Context: an optimization exercise on an open-source flow, tuned for small area, a short achievable clock period and few clock cycles per item. The choices shown serve that exercise and are no tape-out recipe.
Function was checked by simulation only, so behaviour that the tests miss may differ from the original.

==> yarrow <==
## idfor_enc32
module idfor_enc32 (
    input  wire        clk,
    input  wire        rst,
    input  wire        cmd_valid,
    output wire        cmd_ready,
    input  wire [27:0] cmd_n,
    input  wire [1:0]  cmd_sel,
    input  wire        in_valid,
    output wire        in_ready,
    input  wire [31:0] in_data,
    output wire        out_valid,
    input  wire        out_ready,
    output wire [31:0] out_data,
    output wire        out_last
);
make LEC_CHECK=0 ABC_CLOCK_PERIOD_IN_PS=4000 CAP_MARGIN=20 CORE_MARGIN=2 CORE_UTILIZATION=60 CTS_CLUSTER_DIAMETER=100 CTS_CLUSTER_SIZE=30 SLEW_MARGIN=20 SYNTH_MEMORY_MAX_BITS=8192 finish   # period 12.0 ns
run.sh (not shown) runs the stock make flow with config.mk's settings and CLKGATE_MAP_FILE= SYNTH_SCRIPT=/design/flow/synth_recipe.tcl, a recipe that flattens the netlist after the stock synthesis.
==> raven: changes against yarrow <==
--- a/flow/design.v
+++ b/flow/design.v
@@ -228,11 +228,11 @@
             pc2 = {1'b0, th[4][c2]} + {1'b0, th[5][c2]};
             pd  = {1'b0, th[6][c2]} + {1'b0, th[7][c2]};
             pab = {1'b0, pa} + {1'b0, pb};
             pcd = {1'b0, pc2} + {1'b0, pd};
             pc  = {1'b0, pab} + {1'b0, pcd};
-            pc_n[4 * c2 +: 4] = vv ? pc : 4'd0;
+            pc_n[4 * c2 +: 4] = pc;
             cntr_n[7 * c2 +: 7] = cntr[7 * c2 +: 7] + {3'd0, pcr[4 * c2 +: 4]};
         end
     end
     reg [63:0] hg8;              
     always @(posedge clk) begin
@@ -263,11 +263,12 @@
                     h_k <= h_k + 4'd1;
                     if (h_k == 4'd15) h_run <= 1'b0;
                 end
                 if (vv)
                     M    <= M_n;
-                cntr <= cntr_n;
+                if (pcv)
+                    cntr <= cntr_n;
             end
         end
     end
     wire h_fin = pcv_d & ~pcv;
     reg  [5:0]  mb_M;
@@ -286,11 +287,10 @@
     reg         s0v, s1v, s2v;
     reg  [23:0] s0c, s1c;        
     reg  [27:0] s0e, s1e;        
     reg  [23:0] s0k;             
     reg  [51:0] s1p;             
-    reg  [35:0] s1a;             
     reg  [8:0]  s2k0, s2k1;      
     reg  [6:0]  s2e0, s2e1;
     reg  [5:0]  s2c0, s2c1;
     reg         res_v;
     reg [23:0] s0c_n, s0k_n;
@@ -303,28 +303,24 @@
             s0e_n[7 * j4 +: 7] = cntr[7 * cand +: 7];
             s0k_n[6 * j4 +: 6] = mbr - cand;
         end
     end
     reg [51:0] s1p_n;
-    reg [35:0] s1a_n;
-    reg [6:0]  e1;
     always @* begin
-        for (j4 = 0; j4 < 4; j4 = j4 + 1) begin
-            e1 = s0e[7 * j4 +: 7];
-            s1p_n[13 * j4 +: 13] = {6'd0, e1} * {7'd0, s0k[6 * j4 +: 6]};
-            s1a_n[9 * j4 +: 9]   = {1'b0, s0c[6 * j4 +: 6], 2'b00}
-                                 + {4'd0, e1[6:2]} + {8'd0, |e1[1:0]};
-        end
+        for (j4 = 0; j4 < 4; j4 = j4 + 1)
+            s1p_n[13 * j4 +: 13] = {6'd0, s0e[7 * j4 +: 7]} * {7'd0, s0k[6 * j4 +: 6]};
     end
     reg [35:0] k2;
     reg [6:0]  e2;
     reg [12:0] p2;
     always @* begin
         for (j4 = 0; j4 < 4; j4 = j4 + 1) begin
             e2 = s1e[7 * j4 +: 7];
             p2 = s1p[13 * j4 +: 13];
-            k2[9 * j4 +: 9] = s1a[9 * j4 +: 9] + {1'b0, p2[12:5]} + {8'd0, |p2[4:0]};
+            k2[9 * j4 +: 9] = {1'b0, s1c[6 * j4 +: 6], 2'b00}
+                + ((e2 == 7'd0) ? 9'd0
+                   : ({4'd0, e2[6:2]} + {8'd0, |e2[1:0]} + {1'b0, p2[12:5]} + {8'd0, |p2[4:0]}));
         end
     end
     wire        w01  = k2[17:9] < k2[8:0];
     wire        w23  = k2[35:27] < k2[26:18];
     wire        wq   = s2k1 < s2k0;
@@ -344,11 +340,10 @@
             s1v  <= s0v;
             s2v  <= s1v;
             s1c  <= s0c;
             s1e  <= s0e;
             s1p  <= s1p_n;
-            s1a  <= s1a_n;
             s2k0 <= w01 ? k2[17:9] : k2[8:0];
             s2e0 <= w01 ? s1e[13:7] : s1e[6:0];
             s2c0 <= w01 ? s1c[11:6] : s1c[5:0];
             s2k1 <= w23 ? k2[35:27] : k2[26:18];
             s2e1 <= w23 ? s1e[27:21] : s1e[20:14];
Settings changed: CTS_BUF_LIST set to sky130_fd_sc_hd__clkbuf_8, CTS_CLUSTER_DIAMETER 100 to not set, CTS_CLUSTER_SIZE 30 to not set.
==> lagoon: changes against yarrow <==
--- a/flow/design.v
+++ b/flow/design.v
@@ -11,11 +11,11 @@
     output wire        out_valid,
     input  wire        out_ready,
     output wire [31:0] out_data,
     output wire        out_last
 );
-    localparam integer R     = 164;      
+    localparam integer R     = 163;      
     localparam integer K     = 2;        
     localparam integer GRES  = 3;        
     localparam [6:0]   ATAIL = 7'd64;    
     reg        f_act;
     reg [27:0] f_left;
@@ -170,12 +170,11 @@
                 end
             end else
                 w_A <= A_e;
         end
     end
-    reg         hs1, h_run, vv, pcv, pcv_d, h_pat;
-    reg [127:0] pcr;             
+    reg         hs1, h_run, vv, vv_d, h_pat;
     reg [3:0]   h_k;
     reg [31:0]  ref_h;
     reg [255:0] hv8;             
     reg [223:0] cntr;            
     reg [31:0]  M;               
@@ -207,11 +206,10 @@
             end
         end
     endfunction
     reg [31:0]  th [0:7];
     reg [223:0] cntr_n;
-    reg [127:0] pc_n;
     reg [31:0]  M_n;
     reg [31:0]  vor;
     reg [1:0]   pa, pb, pc2, pd;
     reg [2:0]   pab, pcd;
     reg [3:0]   pc;
@@ -228,31 +226,27 @@
             pc2 = {1'b0, th[4][c2]} + {1'b0, th[5][c2]};
             pd  = {1'b0, th[6][c2]} + {1'b0, th[7][c2]};
             pab = {1'b0, pa} + {1'b0, pb};
             pcd = {1'b0, pc2} + {1'b0, pd};
             pc  = {1'b0, pab} + {1'b0, pcd};
-            pc_n[4 * c2 +: 4] = vv ? pc : 4'd0;
-            cntr_n[7 * c2 +: 7] = cntr[7 * c2 +: 7] + {3'd0, pcr[4 * c2 +: 4]};
+            cntr_n[7 * c2 +: 7] = cntr[7 * c2 +: 7] + {3'd0, pc};
         end
     end
     reg [63:0] hg8;              
     always @(posedge clk) begin
         hv8 <= hv8_n;
-        pcr <= pc_n;
         for (j = 0; j < 64; j = j + 1)
             hg8[j] <= |hv8_n[4 * j +: 4];
         if (rst) begin
             hs1   <= 1'b0;
             h_run <= 1'b0;
             vv    <= 1'b0;
-            pcv   <= 1'b0;
-            pcv_d <= 1'b0;
+            vv_d  <= 1'b0;
         end else begin
             hs1  <= hist_go;
             vv   <= h_run;
-            pcv   <= vv;
-            pcv_d <= pcv;
+            vv_d <= vv;
             if (hs1) begin
                 ref_h <= ref_w;
                 h_pat <= w_pat;
                 h_run <= 1'b1;
                 h_k   <= 4'd0;
@@ -261,17 +255,18 @@
             end else begin
                 if (h_run) begin
                     h_k <= h_k + 4'd1;
                     if (h_k == 4'd15) h_run <= 1'b0;
                 end
-                if (vv)
+                if (vv) begin
+                    cntr <= cntr_n;
                     M    <= M_n;
-                cntr <= cntr_n;
+                end
             end
         end
     end
-    wire h_fin = pcv_d & ~pcv;
+    wire h_fin = vv_d & ~vv;
     reg  [5:0]  mb_M;
     always @* begin
         mb_M = 6'd0;
         for (c3 = 0; c3 < 32; c3 = c3 + 1)
             if (M[c3]) mb_M = c3[5:0] + 6'd1;
@@ -286,11 +281,10 @@
     reg         s0v, s1v, s2v;
     reg  [23:0] s0c, s1c;        
     reg  [27:0] s0e, s1e;        
     reg  [23:0] s0k;             
     reg  [51:0] s1p;             
-    reg  [35:0] s1a;             
     reg  [8:0]  s2k0, s2k1;      
     reg  [6:0]  s2e0, s2e1;
     reg  [5:0]  s2c0, s2c1;
     reg         res_v;
     reg [23:0] s0c_n, s0k_n;
@@ -303,28 +297,24 @@
             s0e_n[7 * j4 +: 7] = cntr[7 * cand +: 7];
             s0k_n[6 * j4 +: 6] = mbr - cand;
         end
     end
     reg [51:0] s1p_n;
-    reg [35:0] s1a_n;
-    reg [6:0]  e1;
     always @* begin
-        for (j4 = 0; j4 < 4; j4 = j4 + 1) begin
-            e1 = s0e[7 * j4 +: 7];
-            s1p_n[13 * j4 +: 13] = {6'd0, e1} * {7'd0, s0k[6 * j4 +: 6]};
-            s1a_n[9 * j4 +: 9]   = {1'b0, s0c[6 * j4 +: 6], 2'b00}
-                                 + {4'd0, e1[6:2]} + {8'd0, |e1[1:0]};
-        end
+        for (j4 = 0; j4 < 4; j4 = j4 + 1)
+            s1p_n[13 * j4 +: 13] = {6'd0, s0e[7 * j4 +: 7]} * {7'd0, s0k[6 * j4 +: 6]};
     end
     reg [35:0] k2;
     reg [6:0]  e2;
     reg [12:0] p2;
     always @* begin
         for (j4 = 0; j4 < 4; j4 = j4 + 1) begin
             e2 = s1e[7 * j4 +: 7];
             p2 = s1p[13 * j4 +: 13];
-            k2[9 * j4 +: 9] = s1a[9 * j4 +: 9] + {1'b0, p2[12:5]} + {8'd0, |p2[4:0]};
+            k2[9 * j4 +: 9] = {1'b0, s1c[6 * j4 +: 6], 2'b00}
+                + ((e2 == 7'd0) ? 9'd0
+                   : ({4'd0, e2[6:2]} + {8'd0, |e2[1:0]} + {1'b0, p2[12:5]} + {8'd0, |p2[4:0]}));
         end
     end
     wire        w01  = k2[17:9] < k2[8:0];
     wire        w23  = k2[35:27] < k2[26:18];
     wire        wq   = s2k1 < s2k0;
@@ -344,11 +334,10 @@
             s1v  <= s0v;
             s2v  <= s1v;
             s1c  <= s0c;
             s1e  <= s0e;
             s1p  <= s1p_n;
-            s1a  <= s1a_n;
             s2k0 <= w01 ? k2[17:9] : k2[8:0];
             s2e0 <= w01 ? s1e[13:7] : s1e[6:0];
             s2c0 <= w01 ? s1c[11:6] : s1c[5:0];
             s2k1 <= w23 ? k2[35:27] : k2[26:18];
             s2e1 <= w23 ? s1e[27:21] : s1e[20:14];
@@ -583,23 +572,12 @@
         pf_idx = 7'd0;
         for (q = 127; q >= 0; q = q - 1)
             if (flags[q] && q[6:0] >= pnext) pf_idx = q[6:0];
     end
     wire [5:0]  d_whi  = mbr - bsel;
-    reg  [5:0]  d_wmax;              
-    always @* begin
-        case (ebest[3:0])
-            4'd0, 4'd1: d_wmax = 6'd32;
-            4'd2:       d_wmax = 6'd16;
-            4'd3:       d_wmax = 6'd10;
-            4'd4:       d_wmax = 6'd8;
-            4'd5:       d_wmax = 6'd6;
-            4'd6:       d_wmax = 6'd5;
-            default:    d_wmax = 6'd4;
-        endcase
-    end
-    wire        d_fast = (ebest <= 7'd8) && (d_whi <= d_wmax);
+    wire [9:0]  d_ehi  = {6'd0, ebest[3:0]} * {4'd0, d_whi};
+    wire        d_fast = (ebest <= 7'd8) && (d_ehi <= 10'd32);
     always @(posedge clk) begin
         if (rst) begin
             phc        <= K;
             c_exp      <= CX_HDR;
             c_pass     <= PS_LOW;
Settings changed: CTS_BUF_LIST set to sky130_fd_sc_hd__clkbuf_8, CTS_CLUSTER_DIAMETER 100 to not set, CTS_CLUSTER_SIZE 30 to not set.
==> results.txt <==
| item | lagoon | raven | yarrow |
|---|---|---|---|
| Achievable Freq | 161 MHz | 178 MHz | 166 MHz |
| Relative area change from synthesis to final layout | 12.5% | 12.8% | 6.77% |
| Synthesized-area fraction occupied by and/or/nand/nor cells | 8.86% | 8.92% | 8.95% |
| Placed inst area | 0.236 mm² | 0.242 mm² | 0.242 mm² |
| Fraction of synthesized cell area taken by the top area cell type | 51.9% | 52.1% | 52.1% |
| Post-route worst setup slack | 5800 ps | 6380 ps | 5970 ps |
| FP Rows | 227 | 229 | 229 |
| Critical path's slowest cell | sky130_fd_sc_hd__or3_1 | sky130_fd_sc_hd__o31ai_1 | sky130_fd_sc_hd__buf_4 |
| Share of the clock period used by the worst path after layout | 51.7% | 46.8% | 50.2% |
| Combined area of the multi-input logic cells | 0.0700 mm² | 0.0715 mm² | 0.0710 mm² |
| Number of cells in the design after placement | 22,900 | 23,500 | 23,500 |
| Number of standard cells in the layout, taps in and fillers out | 24,800 | 25,400 | 23,900 |
| Sequential share of cell area | 60.0% | 59.7% | 63.4% |
| Fill cell instance count of the final layout | 27,600 | 28,200 | 29,500 |
| Post-Synthesis Cell Area | 0.229 mm² | 0.235 mm² | 0.235 mm² |
| Status | finished clean | finished clean | finished clean |
| Clock Skew | 164 ps | 123 ps | 83.1 ps |
| Arrival @ worst endpoint | 7160 ps | 6760 ps | 6620 ps |
Testbench counts of yarrow, summed over its fixed seeds: cycles 43,414, elements 35,051.
Testbench counts of raven, summed over its fixed seeds: cycles 43,414, elements 35,051.
Testbench counts of lagoon, summed over its fixed seeds: cycles 43,373, elements 35,051.

port drivers added, routing unchanged:
Ports are ideal in the flow. The routed layouts listed here were re-timed in OpenROAD.
Step 1 assumes that a clkbuf_16 drives the clock port and a buf_2 every other input.
Step 2, shift: input delay + t, output delay - t, t = (earliest + latest rising clock arrival at the registers) / 2. This alone moves slack from input paths to output paths.
a / b / c = ideal ports / drivers / drivers and shift; a / b = the first two.
run	t (ns)	setup WS [ns]	clock arrival spread, ns	pins driven straight from the clock port
yarrow	1.062	5.974 / 5.974 / 5.974	0.087 / 0.087	1
raven	1.351	6.385 / 6.385 / 6.385	0.157 / 0.157	1
lagoon	1.371	5.795 / 5.795 / 5.428	0.176 / 0.176	1
After both steps setup and hold are still met in every run listed. The setup slack of lagoon, which loses most, moves by 0.000 ns with the drivers and by -0.367 ns with both steps.
